What follows belongs to an exercise in optimizing a design on an open flow for small area; a production flow would make more cautious choices. The RTL was checked by simulation tests, not by an equivalence proof against the original design. The flow treats the clock pin as an ideal source, which a real chip does not have. Power figures rest on the tool's default switching activity, not on a simulated workload.

==> flow/design.v <==
module fdc_mapper (
    input             clk,
    input             rst,           
    input             req_valid,
    output            req_ready,
    input      [7:0]  heads,
    input      [15:0] tracks,
    input      [15:0] spt,           
    input      [15:0] first_sector,
    input      [15:0] sector_size,
    input             interleaved,
    input             sides_swapped,
    input             reverse_side0,
    input             reverse_side1,
    input      [7:0]  track,
    input             side,
    input      [7:0]  sector,
    output reg        rsp_valid,
    output     [63:0] offset,
    output     [1:0]  err,           
    output            past_end       
);
    reg        busy;
    reg [2:0]  op;
    reg [5:0]  j;
    assign req_ready = ~busy;
    wire take = req_valid & ~busy;
    wire long_op = (op[1] & op[0]) | (op[2] & op[1]);    
    wire op_end  = long_op ? (j == 6'd40) : (j == 6'd24);
    wire first   = (j == 6'd0);
    wire ext     = (j > 6'd24);                           
    wire done    = busy & op_end & (op == 3'd7);
    always @(posedge clk) begin
        if (rst) begin
            busy      <= 1'b0;
            rsp_valid <= 1'b0;
        end else begin
            rsp_valid <= done;
            if (take)
                busy <= 1'b1;
            else if (done)
                busy <= 1'b0;
        end
        if (rst | ~busy | op_end)
            j <= 6'd0;
        else
            j <= j + 6'd1;
        if (rst | ~busy)
            op <= 3'd0;
        else if (op_end)
            op <= op + 3'd1;
    end
    reg [7:0]  H, TRK, D;
    reg [15:0] S, SS;
    reg        sp, rev, inter, below;
    wire       sp_in = side ^ sides_swapped;
    always @(posedge clk) begin
        if (~busy) begin
            H     <= heads;
            S     <= spt;
            SS    <= sector_size;
            TRK   <= track;
            D     <= sm[7:0];
            below <= ~cy[8] | (|first_sector[15:8]);
            sp    <= sp_in;
            rev   <= sp_in ? reverse_side1 : reverse_side0;
            inter <= interleaved;
        end
    end
    wire e1   = sp & ~(|H);
    wire ssnz = |SS;
    reg  qneg, sx;
    wire nneg = sx;
    reg [56:0] R;
    wire [15:0] T = R[15:0];
    wire tap = R[16];
    wire sp0 = first & sp;
    wire rot = ~j[5] & ~j[4];                      
    wire op_tp = ~op[1] & ~op[0];                  
    wire op_xn = ~op[1] &  op[0];                  
    wire op_nq = (op == 3'd2);
    wire op_q  = (op == 3'd3);
    wire op_n  = (op == 3'd6);
    wire op_p  = (op == 3'd7);
    wire b = busy & (op_tp & (rev | first))
           | (op_xn & tap)
           | (op_nq & rot & R[0])
           | (op_q  & (ext ? sx : ~tap))
           | (op_n  & (ext ? sx : tap))
           | (op_p  & R[0] & ~e1 & ~below & ~nneg);
    wire cin = ~busy
             | (op_xn & inter & sp0)
             | (op_nq & ~tap);
    wire        g_trk = b & op_tp;
    wire        g_h   = b & ((op_xn & inter) | op_nq);
    wire        g_one = b & op_xn & ~inter;
    wire        g_s   = b & (op_q | op_n);
    wire        g_ss  = b & op_p;
    wire [15:0] bm = ({16{g_trk}} & {8'd0, TRK})
                   | ({16{g_h}}   & {8'd0, H})
                   | {15'd0, g_one}
                   | ({16{g_s}}   & S)
                   | ({16{g_ss}}  & SS)
                   | ({16{~busy}} & {8'd0, ~first_sector[7:0]});
    wire        c_t = busy & first & ((op_tp & rev) | (op_xn & ~inter & sp));
    wire        c_d = first & (op_q | op_n);
    wire [15:0] A = ({16{~first}} & R[56:41])
                  | ({16{c_t}} & T)
                  | ({16{c_d}} & {8'd0, D})
                  | ({16{~busy}} & {8'd0, sector});
    wire [16:0] cy;
    wire [15:0] sm;
    assign cy[0] = cin;
    genvar i;
    generate
        for (i = 0; i < 16; i = i + 1) begin : g_add
            assign sm[i]   = A[i] ^ bm[i] ^ cy[i];
            assign cy[i+1] = (A[i] & bm[i]) | (A[i] & cy[i]) | (bm[i] & cy[i]);
        end
    endgenerate
    wire [16:0] sum = {cy[16], sm};
    always @(posedge clk) begin
        R[56:16] <= {sum, R[40:17]};
        if (~busy)
            R[15:0] <= tracks;
        else if (op[2] & op[1] | op_nq & rot)
            R[15:0] <= {op_nq ? R[0] : R[16], R[15:1]};
        if ((op_q | op_n) & (j == 6'd24)) sx <= b;
        if (op_n & op_end) sx <= sum[0];
        if (op_q & op_end) qneg <= sum[0];
    end
    assign offset   = {7'd0, R[56:0]};
    assign err      = e1 ? 2'd1 : below ? 2'd2 : (nneg & ssnz) ? 2'd3 : 2'd0;
    assign past_end = ~e1 & ~below & ~qneg & ssnz;
endmodule
==> flow/config.mk <==
export PLATFORM = sky130hd
export DESIGN_NAME = fdc_mapper
export DESIGN_NICKNAME = fdc_mapper
export VERILOG_FILES = /design/flow/design.v
export SDC_FILE = /design/flow/constraint.sdc
export NUM_CORES = 4
export LEC_CHECK = 0
export CAP_MARGIN = 20
export CORE_MARGIN = 2
export CORE_UTILIZATION = 40
export SLEW_MARGIN = 20
==> flow/constraint.sdc <==
create_clock -name core_clock -period 25.0 [get_ports {clk}]
set_input_delay 5.0000 -clock core_clock [delete_from_list [all_inputs] [get_ports {clk}]]
set_output_delay 5.0000 -clock core_clock [all_outputs]
set_load 0.01 [all_outputs]
standard.sh (not shown) runs the stock make flow with config.mk's settings and CLKGATE_MAP_FILE= SYNTH_SCRIPT=/design/flow/synth_recipe.tcl, a recipe that flattens the netlist after the stock synthesis.
==> flow/flow/run.sh <==
#!/bin/bash
# The standard layout, with the smallest plain buffer on the ports and a
# clock tree of small buffers without dummy loads.
set -euo pipefail
export BUFFER_PORTS_ARGS="-buffer_cell sky130_fd_sc_hd__buf_1"
export CTS_ARGS="-sink_clustering_enable -repair_clock_nets -dont_use_dummy_load -root_buf sky130_fd_sc_hd__clkbuf_16 -buf_list sky130_fd_sc_hd__clkbuf_4"
bash standard.sh > standard.log 2>&1
==> next run, changes <==
--- a/flow/design.v
+++ b/flow/design.v
@@ -39,31 +39,41 @@
             if (take)
                 busy <= 1'b1;
             else if (done)
                 busy <= 1'b0;
         end
-        if (rst | ~busy | op_end)
+        if (~busy | op_end)
             j <= 6'd0;
         else
             j <= j + 6'd1;
-        if (rst | ~busy)
+        if (~busy)
             op <= 3'd0;
         else if (op_end)
             op <= op + 3'd1;
     end
-    reg [7:0]  H, TRK, D;
+    reg [7:0]  H, TRK, ND;                 
     reg [15:0] S, SS;
     reg        sp, rev, inter, below;
+    wire [8:0] dcy;
+    wire [7:0] nd;
+    assign dcy[0] = 1'b0;
+    genvar k;
+    generate
+        for (k = 0; k < 8; k = k + 1) begin : g_dsub
+            assign nd[k]    = first_sector[k] ^ ~sector[k] ^ dcy[k];
+            assign dcy[k+1] = (first_sector[k] & ~sector[k]) | (first_sector[k] & dcy[k]) | (~sector[k] & dcy[k]);
+        end
+    endgenerate
     wire       sp_in = side ^ sides_swapped;
     always @(posedge clk) begin
         if (~busy) begin
             H     <= heads;
             S     <= spt;
             SS    <= sector_size;
             TRK   <= track;
-            D     <= sm[7:0];
-            below <= ~cy[8] | (|first_sector[15:8]);
+            ND    <= nd;
+            below <= dcy[8] | (|first_sector[15:8]);
             sp    <= sp_in;
             rev   <= sp_in ? reverse_side1 : reverse_side0;
             inter <= interleaved;
         end
     end
@@ -73,43 +83,39 @@
     wire nneg = sx;
     reg [56:0] R;
     wire [15:0] T = R[15:0];
     wire tap = R[16];
     wire sp0 = first & sp;
-    wire rot = ~j[5] & ~j[4];                      
     wire op_tp = ~op[1] & ~op[0];                  
     wire op_xn = ~op[1] &  op[0];                  
     wire op_nq = (op == 3'd2);
     wire op_q  = (op == 3'd3);
     wire op_n  = (op == 3'd6);
     wire op_p  = (op == 3'd7);
-    wire b = busy & (op_tp & (rev | first))
-           | (op_xn & tap)
-           | (op_nq & rot & R[0])
+    wire b = (op_tp & (rev | first))
+           | (op_xn & (inter ? tap : sp0))
+           | (op_nq & ~j[5] & ~j[4] & ~j[3] & H[j[2:0]])
            | (op_q  & (ext ? sx : ~tap))
            | (op_n  & (ext ? sx : tap))
            | (op_p  & R[0] & ~e1 & ~below & ~nneg);
-    wire cin = ~busy
-             | (op_xn & inter & sp0)
+    wire cin = (op_xn & (inter ? sp0 : tap))
              | (op_nq & ~tap);
     wire        g_trk = b & op_tp;
-    wire        g_h   = b & ((op_xn & inter) | op_nq);
-    wire        g_one = b & op_xn & ~inter;
+    wire        g_h   = b & op_xn & inter;
+    wire        g_t   = b & ((op_xn & ~inter) | op_nq);
     wire        g_s   = b & (op_q | op_n);
     wire        g_ss  = b & op_p;
     wire [15:0] bm = ({16{g_trk}} & {8'd0, TRK})
                    | ({16{g_h}}   & {8'd0, H})
-                   | {15'd0, g_one}
+                   | ({16{g_t}}   & T)
                    | ({16{g_s}}   & S)
-                   | ({16{g_ss}}  & SS)
-                   | ({16{~busy}} & {8'd0, ~first_sector[7:0]});
-    wire        c_t = busy & first & ((op_tp & rev) | (op_xn & ~inter & sp));
+                   | ({16{g_ss}}  & SS);
+    wire        c_t = first & op_tp & rev;
     wire        c_d = first & (op_q | op_n);
     wire [15:0] A = ({16{~first}} & R[56:41])
                   | ({16{c_t}} & T)
-                  | ({16{c_d}} & {8'd0, D})
-                  | ({16{~busy}} & {8'd0, sector});
+                  | ({16{c_d}} & {8'd0, ~ND});
     wire [16:0] cy;
     wire [15:0] sm;
     assign cy[0] = cin;
     genvar i;
     generate
@@ -121,12 +127,12 @@
     wire [16:0] sum = {cy[16], sm};
     always @(posedge clk) begin
         R[56:16] <= {sum, R[40:17]};
         if (~busy)
             R[15:0] <= tracks;
-        else if (op[2] & op[1] | op_nq & rot)
-            R[15:0] <= {op_nq ? R[0] : R[16], R[15:1]};
+        else if (op[2] & op[1])
+            R[15:0] <= R[16:1];
         if ((op_q | op_n) & (j == 6'd24)) sx <= b;
         if (op_n & op_end) sx <= sum[0];
         if (op_q & op_end) qneg <= sum[0];
     end
     assign offset   = {7'd0, R[56:0]};
Effect: Cell count increases by 0.82%; sequential power rises by about 2%; maximum frequency is higher by 52%; combinational power goes up by 23%; utilization came out higher by 0.59 points; global-route usage hardly moves.

---

## run A
fdc_mapper, a different RTL version from the one above (not shown whole).
Size in the first run: roughly 130 flip-flops, roughly 170 I/O pins, ~5300 sq um of cells after synthesis.
==> module fdc_mapper, before the edit <==
module fdc_mapper (
    input             clk,
    input             rst,           
    input             req_valid,
    output            req_ready,
    input      [7:0]  heads,
    input      [15:0] tracks,
    input      [15:0] spt,           
    input      [15:0] first_sector,
    input      [15:0] sector_size,
    input             interleaved,
    input             sides_swapped,
    input             reverse_side0,
    input             reverse_side1,
    input      [7:0]  track,
    input             side,
    input      [7:0]  sector,
    output reg        rsp_valid,
    output     [63:0] offset,
    output     [1:0]  err,           
    output            past_end       
);
    reg        busy;
    reg [2:0]  op;
    reg [5:0]  j;
    assign req_ready = ~busy;
    wire take = req_valid & ~busy;
    wire long_op = (op[1] & op[0]) | (op[2] & op[1]);    
    wire op_end  = long_op ? (j == 6'd40) : (j == 6'd24);
    wire first   = (j == 6'd0);
    wire ext     = (j > 6'd24);                           
    wire done    = busy & op_end & (op == 3'd7);
    always @(posedge clk) begin
        if (rst) begin
            busy      <= 1'b0;
            rsp_valid <= 1'b0;
        end else begin
            rsp_valid <= done;
            if (take)
                busy <= 1'b1;
            else if (done)
                busy <= 1'b0;
        end
        if (rst | ~busy | op_end)
            j <= 6'd0;
        else
            j <= j + 6'd1;
        if (rst | ~busy)
            op <= 3'd0;
        else if (op_end)
            op <= op + 3'd1;
    end
    reg [7:0]  H, TRK, D;
    reg [15:0] S, SS;
    reg        sp, rev, inter, below;
    wire       sp_in = side ^ sides_swapped;
    wire [16:0] cy;
    wire [15:0] sm;
    always @(posedge clk) begin
        if (~busy) begin
            H     <= heads;
            S     <= spt;
            SS    <= sector_size;
            TRK   <= track;
            D     <= sm[7:0];
            below <= ~cy[8] | (|first_sector[15:8]);
            sp    <= sp_in;
            rev   <= sp_in ? reverse_side1 : reverse_side0;
            inter <= interleaved;
        end
    end
    wire e1   = sp & ~(|H);
    wire ssnz = |SS;
    reg  qneg, sx;
    wire nneg = sx;
    reg [56:0] R;
    wire tap = R[16];
    wire sp0 = first & sp;
    wire rot = ~j[5] & ~j[4];                      
    wire op_tp = ~op[1] & ~op[0];                  
    wire op_xn = ~op[1] &  op[0];                  
    wire op_nq = (op == 3'd2);
    wire op_q  = (op == 3'd3);
    wire op_n  = (op == 3'd6);
    wire op_p  = (op == 3'd7);
    wire b = busy & (op_tp & (rev | first))
           | (op_xn & tap)
           | (op_nq & tt)
           | (op_q  & (ext ? sx : ~tap))
           | (op_n  & (ext ? sx : tap))
           | (op_p  & R[0] & ~e1 & ~below & ~nneg);
    wire tt  = rot & R[0];                         
    wire cin = ~busy
             | (op_tp & rev & tt)
             | (op_xn & (inter ? sp0 : sp & tt))
             | (op_nq & ~tap);
    wire        g_trk = b & op_tp;
    wire        g_h   = b & ((op_xn & inter) | op_nq);
    wire        g_one = b & op_xn & ~inter;
    wire        g_s   = b & (op_q | op_n);
    wire        g_ss  = b & op_p;
    wire [15:0] bm = ({16{g_trk}} & {8'd0, TRK})
                   | ({16{g_h}}   & {8'd0, H})
                   | {15'd0, g_one}
                   | ({16{g_s}}   & S)
                   | ({16{g_ss}}  & SS)
                   | ({16{~busy}} & {8'd0, ~first_sector[7:0]});
    wire        c_d = first & (op_q | op_n);
    wire [15:0] A = ({16{~first}} & R[56:41])
                  | ({16{c_d}} & {8'd0, D})
                  | ({16{~busy}} & {8'd0, sector});
    assign cy[0] = cin;
    genvar i;
    generate
        for (i = 0; i < 16; i = i + 1) begin : g_add
            assign sm[i]   = A[i] ^ bm[i] ^ cy[i];
            assign cy[i+1] = (A[i] & bm[i]) | (A[i] & cy[i]) | (bm[i] & cy[i]);
        end
    endgenerate
    wire [16:0] sum = {cy[16], sm};
    always @(posedge clk) begin
        R[56:16] <= {sum, R[40:17]};
        if (~busy)
            R[15:0] <= tracks;
        else if (op[2] & op[1] | rot)
            R[15:0] <= {(op[2] & op[1]) ? R[16] : R[0], R[15:1]};
        if ((op_q | op_n) & (j == 6'd24)) sx <= b;
        if (op_n & op_end) sx <= sum[0];
        if (op_q & op_end) qneg <= sum[0];
    end
    assign offset   = {7'd0, R[56:0]};
    assign err      = e1 ? 2'd1 : below ? 2'd2 : (nneg & ssnz) ? 2'd3 : 2'd0;
    assign past_end = ~e1 & ~below & ~qneg & ssnz;
endmodule
==> flow/config.mk <==
export PLATFORM = sky130hd
export DESIGN_NAME = fdc_mapper
export DESIGN_NICKNAME = fdc_mapper
export VERILOG_FILES = /design/flow/design.v
export SDC_FILE = /design/flow/constraint.sdc
export NUM_CORES = 4
export LEC_CHECK = 0
export CAP_MARGIN = 20
export CORE_MARGIN = 2
export CORE_UTILIZATION = 40
export SLEW_MARGIN = 20
==> flow/constraint.sdc <==
create_clock -name core_clock -period 25.0 [get_ports {clk}]
set_input_delay 5.0000 -clock core_clock [delete_from_list [all_inputs] [get_ports {clk}]]
set_output_delay 5.0000 -clock core_clock [all_outputs]
set_load 0.01 [all_outputs]
==> flow/flow/run.sh <==
#!/bin/bash
# The standard layout, with the smallest plain buffer on the ports and a
# clock tree of small buffers without dummy loads; leaf buffers with a
# high clock slew are upsized after CTS.
set -euo pipefail
export BUFFER_PORTS_ARGS="-buffer_cell sky130_fd_sc_hd__buf_1"
export CTS_ARGS="-sink_clustering_enable -repair_clock_nets -dont_use_dummy_load -root_buf sky130_fd_sc_hd__clkbuf_16 -buf_list sky130_fd_sc_hd__clkbuf_4"
export POST_CTS_TCL="$PWD/flow/post_cts.tcl"
bash standard.sh > standard.log 2>&1
==> flow/flow/post_cts.tcl <==
estimate_parasitics -placement
# slews are in ns
set up 0
foreach inst [get_cells -filter "ref_name == sky130_fd_sc_hd__clkbuf_4"] {
  set out [get_pins -of_objects $inst -filter "direction == output"]
  set worst 0
  foreach p [get_pins -of_objects [get_nets -of_objects $out] -filter "direction == input"] {
    foreach e {rise fall} {
      set s [get_property $p slew_max_$e]
      if {$s > $worst} { set worst $s }
    }
  }
  if {$worst > 0.095} {
    replace_cell $inst [lindex [get_lib_cells */sky130_fd_sc_hd__clkbuf_8] 0]
    incr up
  }
}
puts "post_cts: $up clock buffers upsized"
if {$up > 0} {
  detailed_placement
  check_placement -verbose
  estimate_parasitics -placement
}
## Diff of input files: run B against run A
-- flow/design.v --
<<< run A, line 55
    reg        sp, rev, inter, below;
    wire       sp_in = side ^ sides_swapped;
    wire [16:0] cy;
    wire [15:0] sm;
    always @(posedge clk) begin
        if (~busy) begin
>>> run B, line 55
    reg        sp, rev, inter, below;
    wire       sp_in = side ^ sides_swapped;
    always @(posedge clk) begin
        if (~busy) begin
<<< run A, line 110
                  | ({16{c_d}} & {8'd0, D})
                  | ({16{~busy}} & {8'd0, sector});
    assign cy[0] = cin;
    genvar i;
>>> run B, line 108
                  | ({16{c_d}} & {8'd0, D})
                  | ({16{~busy}} & {8'd0, sector});
    wire [16:0] cy;
    wire [15:0] sm;
    assign cy[0] = cin;
    genvar i;
## What came out
- Comparing run B and run A, the higher worst slack at placement was measured on run A.
- Total via count in the routed design went down slightly going from run A to run B.
- Comparing run A against run B, there is no change at all in post-synthesis instance area.
- Run B vs. run A: relative max-transition margin dropped 1.1 points, worst path buffer plus inverter count barely changed, final hold slack dropped 0.015 ns.
- Higher wire length goes to run A over run B.
- Cell-internal power essentially unchanged between run B and run A.
- The fraction of met2 tracks used by global routing in run B sits 0.93 points below the value recorded for run A.
- Run B vs. run A: setup slack went down by 0.030 ns.
- Cell area after layout came out exactly the same in run B and run A.
- Number of fill cells in the layout up 0.48% in run B wrt run A
- Both conditions hold for run B: the flow ran to the end and the final layout passed the timing, design-rule and antenna checks.
- Looking at clock network power share, run B sits 0.4 points below run A.
- Comparing run A against run B, there is no change at all in die area.

[port drivers added, routing unchanged]
In the flow no input, the clock included, has a driving cell. The finished layouts below were timed again as built, in two steps.
Step 1 sets driving cells, clkbuf_16 on the clock port and buf_2 on the other inputs (assumed; they add their load-dependent delay and slew).
Step 2 also shifts input and output timing later by t, the mid clock arrival at the registers, as if the neighbouring blocks saw the same clock.
a / b / c = ideal / step 1 / step 2; a / b = the first two.
run | t, ns | slack for setup (ns) | pins driven straight from the clock port
the first run of note 1 | 0.384 | 12.809 / 12.817 / 12.433 | 1
the second run of note 1 | 0.391 | 16.980 / 16.996 / 16.605 | 1
run A | 0.390 | 14.845 / 14.862 / 14.472 | 1
run B | 0.380 | 14.815 / 14.834 / 14.454 | 1
After both steps every run listed still meets setup and hold. For the first run of note 1, which loses most, drivers alone change the setup slack by +0.008 ns; drivers and shift together by -0.376 ns.
